What follows belongs to an exercise in optimizing a design on an open flow for a short achievable clock period and few clock cycles per item; a production flow would make more cautious choices. Only simulation tests tie the RTL to the original design; equivalence was not proved. No activity file was given, so power comes from the tool's default toggle rates.

==> inputs of run a <==
==> flow/design.v (excerpt) <==
module apex_core (
    input  wire        clk,
    input  wire        rst,           
    output wire [31:0] imem_addr,     
    input  wire [63:0] imem_rdata,    
    output wire        dmem_re,       
    output wire        dmem_we,       
    output wire [31:0] dmem_addr,     
    output wire [31:0] dmem_wdata,
    input  wire [31:0] dmem_rdata,    
    output wire        halted
);
    localparam [31:0] CODE_BASE = 32'd4000;
    localparam S_VAL = 0, S_XM = 1, S_X = 2, S_Y = 3, S_M0 = 4, S_MR = 5,
               S_W2 = 6, S_W1 = 7, S_WA = 8, S_WB = 9;
    reg  [31:0] pc;
    reg         d_st, d_ld, d_mv, d_add, d_sub, d_and, d_or, d_xor, d_mul;
    reg         d_bz, d_bnz, d_jmp, d_halt;
    reg  [4:0]  d_rd;
    reg  [31:0] d_imm, d_pc, d_pc4;
    reg         d_pred;                 
    reg  [31:0] d_v1, d_v2;
    reg  [9:0]  d_s1, d_s2;
    reg         x_wen;                  
    reg  [4:0]  x_rd;
    reg         x_mv, x_add, x_sub, x_and, x_or, x_xor, x_ld, x_mul;
    reg  [31:0] x_a, x_b;
    reg         x_re, x_we;
    reg  [31:0] x_addr, x_wdata;
    reg         y_wen;
    reg  [4:0]  y_rd;
    reg  [31:0] y_res;
    reg         m1_v, m2_v, m3_v;
    reg  [4:0]  m1_rd, m2_rd, m3_rd;
    reg  [31:0] m1r0, m1r1, m1r2, m1r3, m1r4, m1r5, m1r6;
    reg  [31:0] m2r0, m2r1;
    reg  [31:0] mul_res;
    reg  [31:0] wa_res, wb_res;             
    reg         z;
    reg         halted_r;
    reg         rst_q;
    reg  [31:0] rf [0:31];
    assign halted     = halted_r;
    assign imem_addr  = pc;
    assign dmem_re    = x_re;
    assign dmem_we    = x_we;
    assign dmem_addr  = x_addr;
    assign dmem_wdata = x_wdata;
    genvar gi;
    wire [31:0] sum, diff;
    apex_add32 u_sum  (.a(x_a), .b(x_b),  .ci(1'b0), .s(sum));
    apex_add32 u_diff (.a(x_a), .b(~x_b), .ci(1'b1), .s(diff));
    wire        z_add, z_sub;
    apex_zfast u_zf (.a(x_a), .b(x_b), .z_add(z_add), .z_sub(z_sub));
    wire z_mul;
    apex_mulzero u_mz (.a(x_a), .b(x_b), .z(z_mul));
    wire [31:0] x_res = ({32{x_add}} & sum)  | ({32{x_sub}} & diff) |
                        ({32{x_and}} & (x_a & x_b)) |
                        ({32{x_or}}  & (x_a | x_b)) |
                        ({32{x_xor}} & (x_a ^ x_b)) |
                        ({32{x_mv}}  & x_a) |
  ...
export LEC_CHECK = 0
export ABC_AREA = 0
export CAP_MARGIN = 20
export CORE_MARGIN = 2
export CORE_UTILIZATION = 40
export PLACE_DENSITY = 0.6
export SLEW_MARGIN = 20
export SYNTH_HIERARCHICAL = 1
create_clock -name core_clock -period 10.0 [get_ports {clk}]
standard.sh (not shown) runs the stock make flow with config.mk's settings and CLKGATE_MAP_FILE= SYNTH_SCRIPT=/design/flow/synth_recipe.tcl, a recipe that flattens the netlist after the stock synthesis.
==> flow/flow/run.sh <==
#!/bin/bash
set -euo pipefail
bash standard.sh SETUP_SLACK_MARGIN=7 MATCH_CELL_FOOTPRINT=0 finish > flow_standard.log 2>&1
==> run b: changes against run a <==
--- a/flow/design.v
+++ b/flow/design.v
@@ -46,16 +46,16 @@
     assign imem_addr  = pc;
     assign dmem_re    = x_re;
     assign dmem_we    = x_we;
     assign dmem_addr  = x_addr;
     assign dmem_wdata = x_wdata;
     genvar gi;
     wire [31:0] sum, diff;
-    apex_add32 u_sum  (.a(x_a), .b(x_b),  .ci(1'b0), .s(sum));
-    apex_add32 u_diff (.a(x_a), .b(~x_b), .ci(1'b1), .s(diff));
+    apex_add32 u_sum  (.a(x_a), .b(x_b), .s(sum));
+    apex_sub32 u_diff (.a(x_a), .b(x_b), .s(diff));
     wire        z_add, z_sub;
     apex_zfast u_zf (.a(x_a), .b(x_b), .z_add(z_add), .z_sub(z_sub));
     wire z_mul;
     apex_mulzero u_mz (.a(x_a), .b(x_b), .z(z_mul));
     wire [31:0] x_res = ({32{x_add}} & sum)  | ({32{x_sub}} & diff) |
                         ({32{x_and}} & (x_a & x_b)) |
                         ({32{x_or}}  & (x_a | x_b)) |
@@ -64,15 +64,15 @@
                         ({32{x_ld}}  & dmem_rdata);
     wire [223:0] l4;
     wire [63:0]  l8;
     apex_mul_a u_ma (.a(x_a), .b(x_b), .rows(l4));
     apex_mul_b u_mb (.r0(m1r0), .r1(m1r1), .r2(m1r2), .r3(m1r3), .r4(m1r4), .r5(m1r5),
                      .r6(m1r6), .s(l8[31:0]), .c(l8[63:32]));
     wire [31:0] product;
-    apex_add32 u_prod (.a(m2r0), .b(m2r1), .ci(1'b0), .s(product));
+    apex_add32 u_prod (.a(m2r0), .b(m2r1), .s(product));
     wire d_alu  = d_add | d_sub | d_and | d_or | d_xor;
     wire d_use1 = d_st | d_alu | d_mul;           
     wire d_use2 = d_alu | d_mul;                  
     wire d_wen  = d_ld | d_mv | d_alu;            
     wire d_wany = d_wen | d_mul;
     wire d_agu  = d_st | d_ld | d_jmp;
     wire d_ab2  = d_st;                           
@@ -89,15 +89,15 @@
     wire e2 = d_s2[S_VAL] | d_s2[S_XM] | d_s2[S_Y] | d_s2[S_MR] |
               d_s2[S_WA] | d_s2[S_WB];
     wire a1 = e1 | d_s1[S_X] | d_s1[S_M0];
     wire a2 = e2 | d_s2[S_X] | d_s2[S_M0];
     wire [31:0] base = d_ab2 ? early2 : early1;
     wire        base_ok = d_ab2 ? e2 : e1;
     wire [31:0] agu;
-    apex_add32 u_agu (.a(base), .b(d_imm), .ci(1'b0), .s(agu));
+    apex_add32 u_agu (.a(base), .b(d_imm), .s(agu));
     wire d_go = ~(d_use1 & ~a1) & ~(d_use2 & ~a2) & ~(d_agu & ~base_ok);
     wire z_now = (x_add | x_sub) ? (x_add ? z_add : z_sub) :
                  x_mul ? z_mul : z;
     wire br_taken = (d_bz & z_now) | (d_bnz & ~z_now);
     wire br_late  = br_taken & ~d_pred;               
     wire br_undo  = (d_bz | d_bnz) & ~br_taken & d_pred;    
     wire taken    = d_jmp | br_late | br_undo;        
@@ -110,15 +110,27 @@
     wire [4:0] f_rs2 = imem_rdata[49:45];
     wire       f_ok  = ~taken & ~d_halt & ~halted_r;
     wire       f_short = (imem_rdata[31:7] == 25'd0) | (imem_rdata[31:7] == {25{1'b1}});
     wire       f_pred  = f_short & ((f_op == 4'd9) | ((f_op == 4'd10) & imem_rdata[31]));
     wire [31:0] f_target;
     apex_ftarget u_ftgt (.pc(pc), .imm(imem_rdata[31:0]), .target(f_target));
     wire [31:0] pc4 = pc + 32'd4;
-    wire [31:0] pc_redir = d_jmp ? agu : br_late ? br_target : br_undo ? d_pc4 : pc4;
+    wire        d_br = d_bz | d_bnz;
+    wire        sel_f = ~rst & d_go & f_pred & ~taken;
+    wire        sel_j = ~rst & d_go & d_jmp;
+    wire        sel_r = ~sel_f & ~sel_j;
+    wire        sel_bt = d_go & br_late;
+    wire        sel_bu = d_go & br_undo;
+    wire        sel_4  = d_go & ~taken;
+    wire        sel_h  = ~d_go;
+    wire [31:0] pc_rest = rst ? CODE_BASE :
+                          ({32{sel_bt}} & br_target) | ({32{sel_bu}} & d_pc4) |
+                          ({32{sel_4}}  & pc4)       | ({32{sel_h}}  & pc);
+    wire [31:0] pc_d  = ({32{sel_f}} & f_target) | ({32{sel_j}} & agu) |
+                        ({32{sel_r}} & pc_rest);
     wire [1023:0] rf_q;
     generate
         for (gi = 0; gi < 32; gi = gi + 1) begin : g_rfq
             assign rf_q[32*gi +: 32] = rf[gi];
         end
     endgenerate
     wire [31:0] rf1, rf2;
@@ -161,15 +173,14 @@
             else if (s[S_W2])   hstate[S_W1]  = 1'b1;
             else                hstate[S_M0]  = 1'b1;
         end
     endfunction
     integer i;
     always @(posedge clk) begin
         if (rst) begin
-            pc       <= CODE_BASE;
             d_st <= 1'b0; d_ld <= 1'b0; d_mv <= 1'b0; d_add <= 1'b0;
             d_sub <= 1'b0; d_and <= 1'b0; d_or <= 1'b0; d_xor <= 1'b0;
             d_mul <= 1'b0; d_bz <= 1'b0; d_bnz <= 1'b0; d_jmp <= 1'b0;
             d_halt <= 1'b0;
             x_wen <= 1'b0; x_mv <= 1'b0; x_add <= 1'b0; x_sub <= 1'b0;
             x_and <= 1'b0; x_or <= 1'b0; x_xor <= 1'b0; x_ld <= 1'b0;
             x_mul <= 1'b0; x_re <= 1'b0; x_we <= 1'b0;
@@ -207,15 +218,14 @@
                 d_or   <= f_ok & (f_op == 4'd6);
                 d_xor  <= f_ok & (f_op == 4'd7);
                 d_mul  <= f_ok & (f_op == 4'd8);
                 d_bz   <= f_ok & (f_op == 4'd9);
                 d_bnz  <= f_ok & (f_op == 4'd10);
                 d_jmp  <= f_ok & (f_op == 4'd11);
                 d_halt <= f_ok & (f_op == 4'd12);
-                pc     <= (f_pred & ~taken) ? f_target : pc_redir;
             end
         end
     end
     always @(posedge clk) begin
         rst_q <= rst;
         if (rst_q) begin
             for (i = 0; i < 32; i = i + 1)
@@ -224,14 +234,15 @@
             if (m3_v)
                 rf[m3_rd] <= mul_res;
             if (y_wen)
                 rf[y_rd] <= y_res;
         end
     end
     always @(posedge clk) begin
+        pc      <= pc_d;
         m3_rd   <= m2_rd;
         mul_res <= product;
         wa_res  <= y_res;
         wb_res  <= mul_res;
         m2_rd   <= m1_rd;
         m2r0    <= l8[31:0];
         m2r1    <= l8[63:32];
@@ -412,20 +423,19 @@
     endgenerate
     assign s  = p0 ^ {G[W*L+W-2:W*L], 1'b0};
     assign co = G[W*L+W-1];
 endmodule
 module apex_add32 (
     input  wire [31:0] a,
     input  wire [31:0] b,
-    input  wire        ci,
     output wire [31:0] s
 );
     wire [31:0] p0 = a ^ b;
     wire [191:0] G, P;
-    assign G[31:0] = (a & b) | {31'd0, p0[0] & ci};
+    assign G[31:0] = a & b;
     assign P[31:0] = p0;
     genvar l, k;
     generate
         for (l = 0; l < 5; l = l + 1) begin : g_lvl
             for (k = 0; k < 32; k = k + 1) begin : g_bit
                 if (k >= (1 << l)) begin : g_op
                     assign G[32*(l+1)+k] = G[32*l+k] | (P[32*l+k] & G[32*l+k-(1<<l)]);
@@ -433,10 +443,36 @@
                 end else begin : g_pass
                     assign G[32*(l+1)+k] = G[32*l+k];
                     assign P[32*(l+1)+k] = P[32*l+k];
                 end
             end
         end
     endgenerate
-    assign s = p0 ^ {G[32*5+30:32*5], ci};
+    assign s = p0 ^ {G[32*5+30:32*5], 1'b0};
+endmodule
+module apex_sub32 (
+    input  wire [31:0] a,
+    input  wire [31:0] b,
+    output wire [31:0] s
+);
+    wire [31:0] nb = ~b;
+    wire [31:0] p0 = a ^ nb;
+    wire [191:0] G, P;
+    assign G[31:0] = {a[31:1] & nb[31:1], a[0] | nb[0]};
+    assign P[31:0] = p0;
+    genvar l, k;
+    generate
+        for (l = 0; l < 5; l = l + 1) begin : g_lvl
+            for (k = 0; k < 32; k = k + 1) begin : g_bit
+                if (k >= (1 << l)) begin : g_op
+                    assign G[32*(l+1)+k] = G[32*l+k] | (P[32*l+k] & G[32*l+k-(1<<l)]);
+                    assign P[32*(l+1)+k] = P[32*l+k] & P[32*l+k-(1<<l)];
+                end else begin : g_pass
+                    assign G[32*(l+1)+k] = G[32*l+k];
+                    assign P[32*(l+1)+k] = P[32*l+k];
+                end
+            end
+        end
+    endgenerate
+    assign s = p0 ^ {G[32*5+30:32*5], 1'b1};
 endmodule
 `default_nettype wire
==> flow/flow/run.sh (replaced) <==
#!/bin/bash
set -euo pipefail
bash standard.sh SETUP_SLACK_MARGIN=6.5 finish > flow_standard.log 2>&1
--- a/flow/config.mk
+++ b/flow/config.mk
@@ -7,8 +7,7 @@
 export LEC_CHECK = 0
 export ABC_AREA = 0
 export CAP_MARGIN = 20
 export CORE_MARGIN = 2
 export CORE_UTILIZATION = 40
 export PLACE_DENSITY = 0.6
 export SLEW_MARGIN = 20
-export SYNTH_HIERARCHICAL = 1
==> qor summary <==
Outcome: run b no timing/DRC/antenna violations; run a complete, but fails checks
Layout check failures: run b -; run a max-capacitance violations, max-slew violations
Die Outline Area: run b 271000 um2; run a 297000 um2
Number of CTS-inserted buffers: run b 192; run a 209
Buffers & Inverters on Critical Path: run b 24; run a 6
Worst Path Arrival: run b 4.85 ns; run a 5.12 ns
Biggest consumer: run b registers; run a combinational logic
Post-Place Cell Area: run b 113000 um2; run a 122000 um2
Fraction of the yosys area taken by sequential cells: run b 0.433; run a 0.414
Number of antenna cells inserted: run b 8; run a 13
Critical-path cell with the highest stage delay: run b dfxtp_4; run a dfxtp_1
Switching power total: run b 7.77 mW; run a 10.4 mW
Total number of sequential cells: run b 1716; run a 1832
Leakage power total: run b 50.1 nW; run a 59.3 nW
Wire length of the first global-routing pass: run b 646000 um; run a 702000 um
Avg Cell Area, Syn: run b 12.2 um2; run a 10.7 um2
Testbench counts of run a, summed over its fixed seeds: cycles 19,011, instrs 17,713.
Testbench counts of run b, summed over its fixed seeds: cycles 19,011, instrs 17,713.

static timing again, ports no longer ideal:
The results above use ideal ports. As a check the final layouts listed here were re-extracted and re-timed, cells and wires unchanged.
Step 1 (the two cells are an assumption about what drives the block):
set clk [get_ports {clk}]
set_driving_cell -lib_cell sky130_fd_sc_hd__clkbuf_16 $clk
set_driving_cell -lib_cell sky130_fd_sc_hd__buf_2 [delete_from_list [all_inputs] $clk]
Step 2 moves the port delays by t, midway between the first and last clock arrival at a register: inputs arrive t later, outputs are due t later. That takes back most of the time a late clock gives input paths.
Slacks: ideal ports / drivers / drivers and shift; pairs: ideal ports / drivers.
run | t (ns) | slack for setup (ns) | hold slack, ns | clock arrival spread, ns | worst data-port slew with drivers (ns)
run a | 1.009 | 5.703 / 5.703 / 4.794 | 0.416 / 0.416 / 0.416 | 0.129 / 0.128 | 0.48
run b | 0.938 | 5.729 / 5.729 / 4.970 | 0.333 / 0.333 / 0.333 | 0.068 / 0.068 | 0.35
The setup slack of run a, which loses most, moves by 0.000 ns with the drivers and by -0.909 ns with both steps.
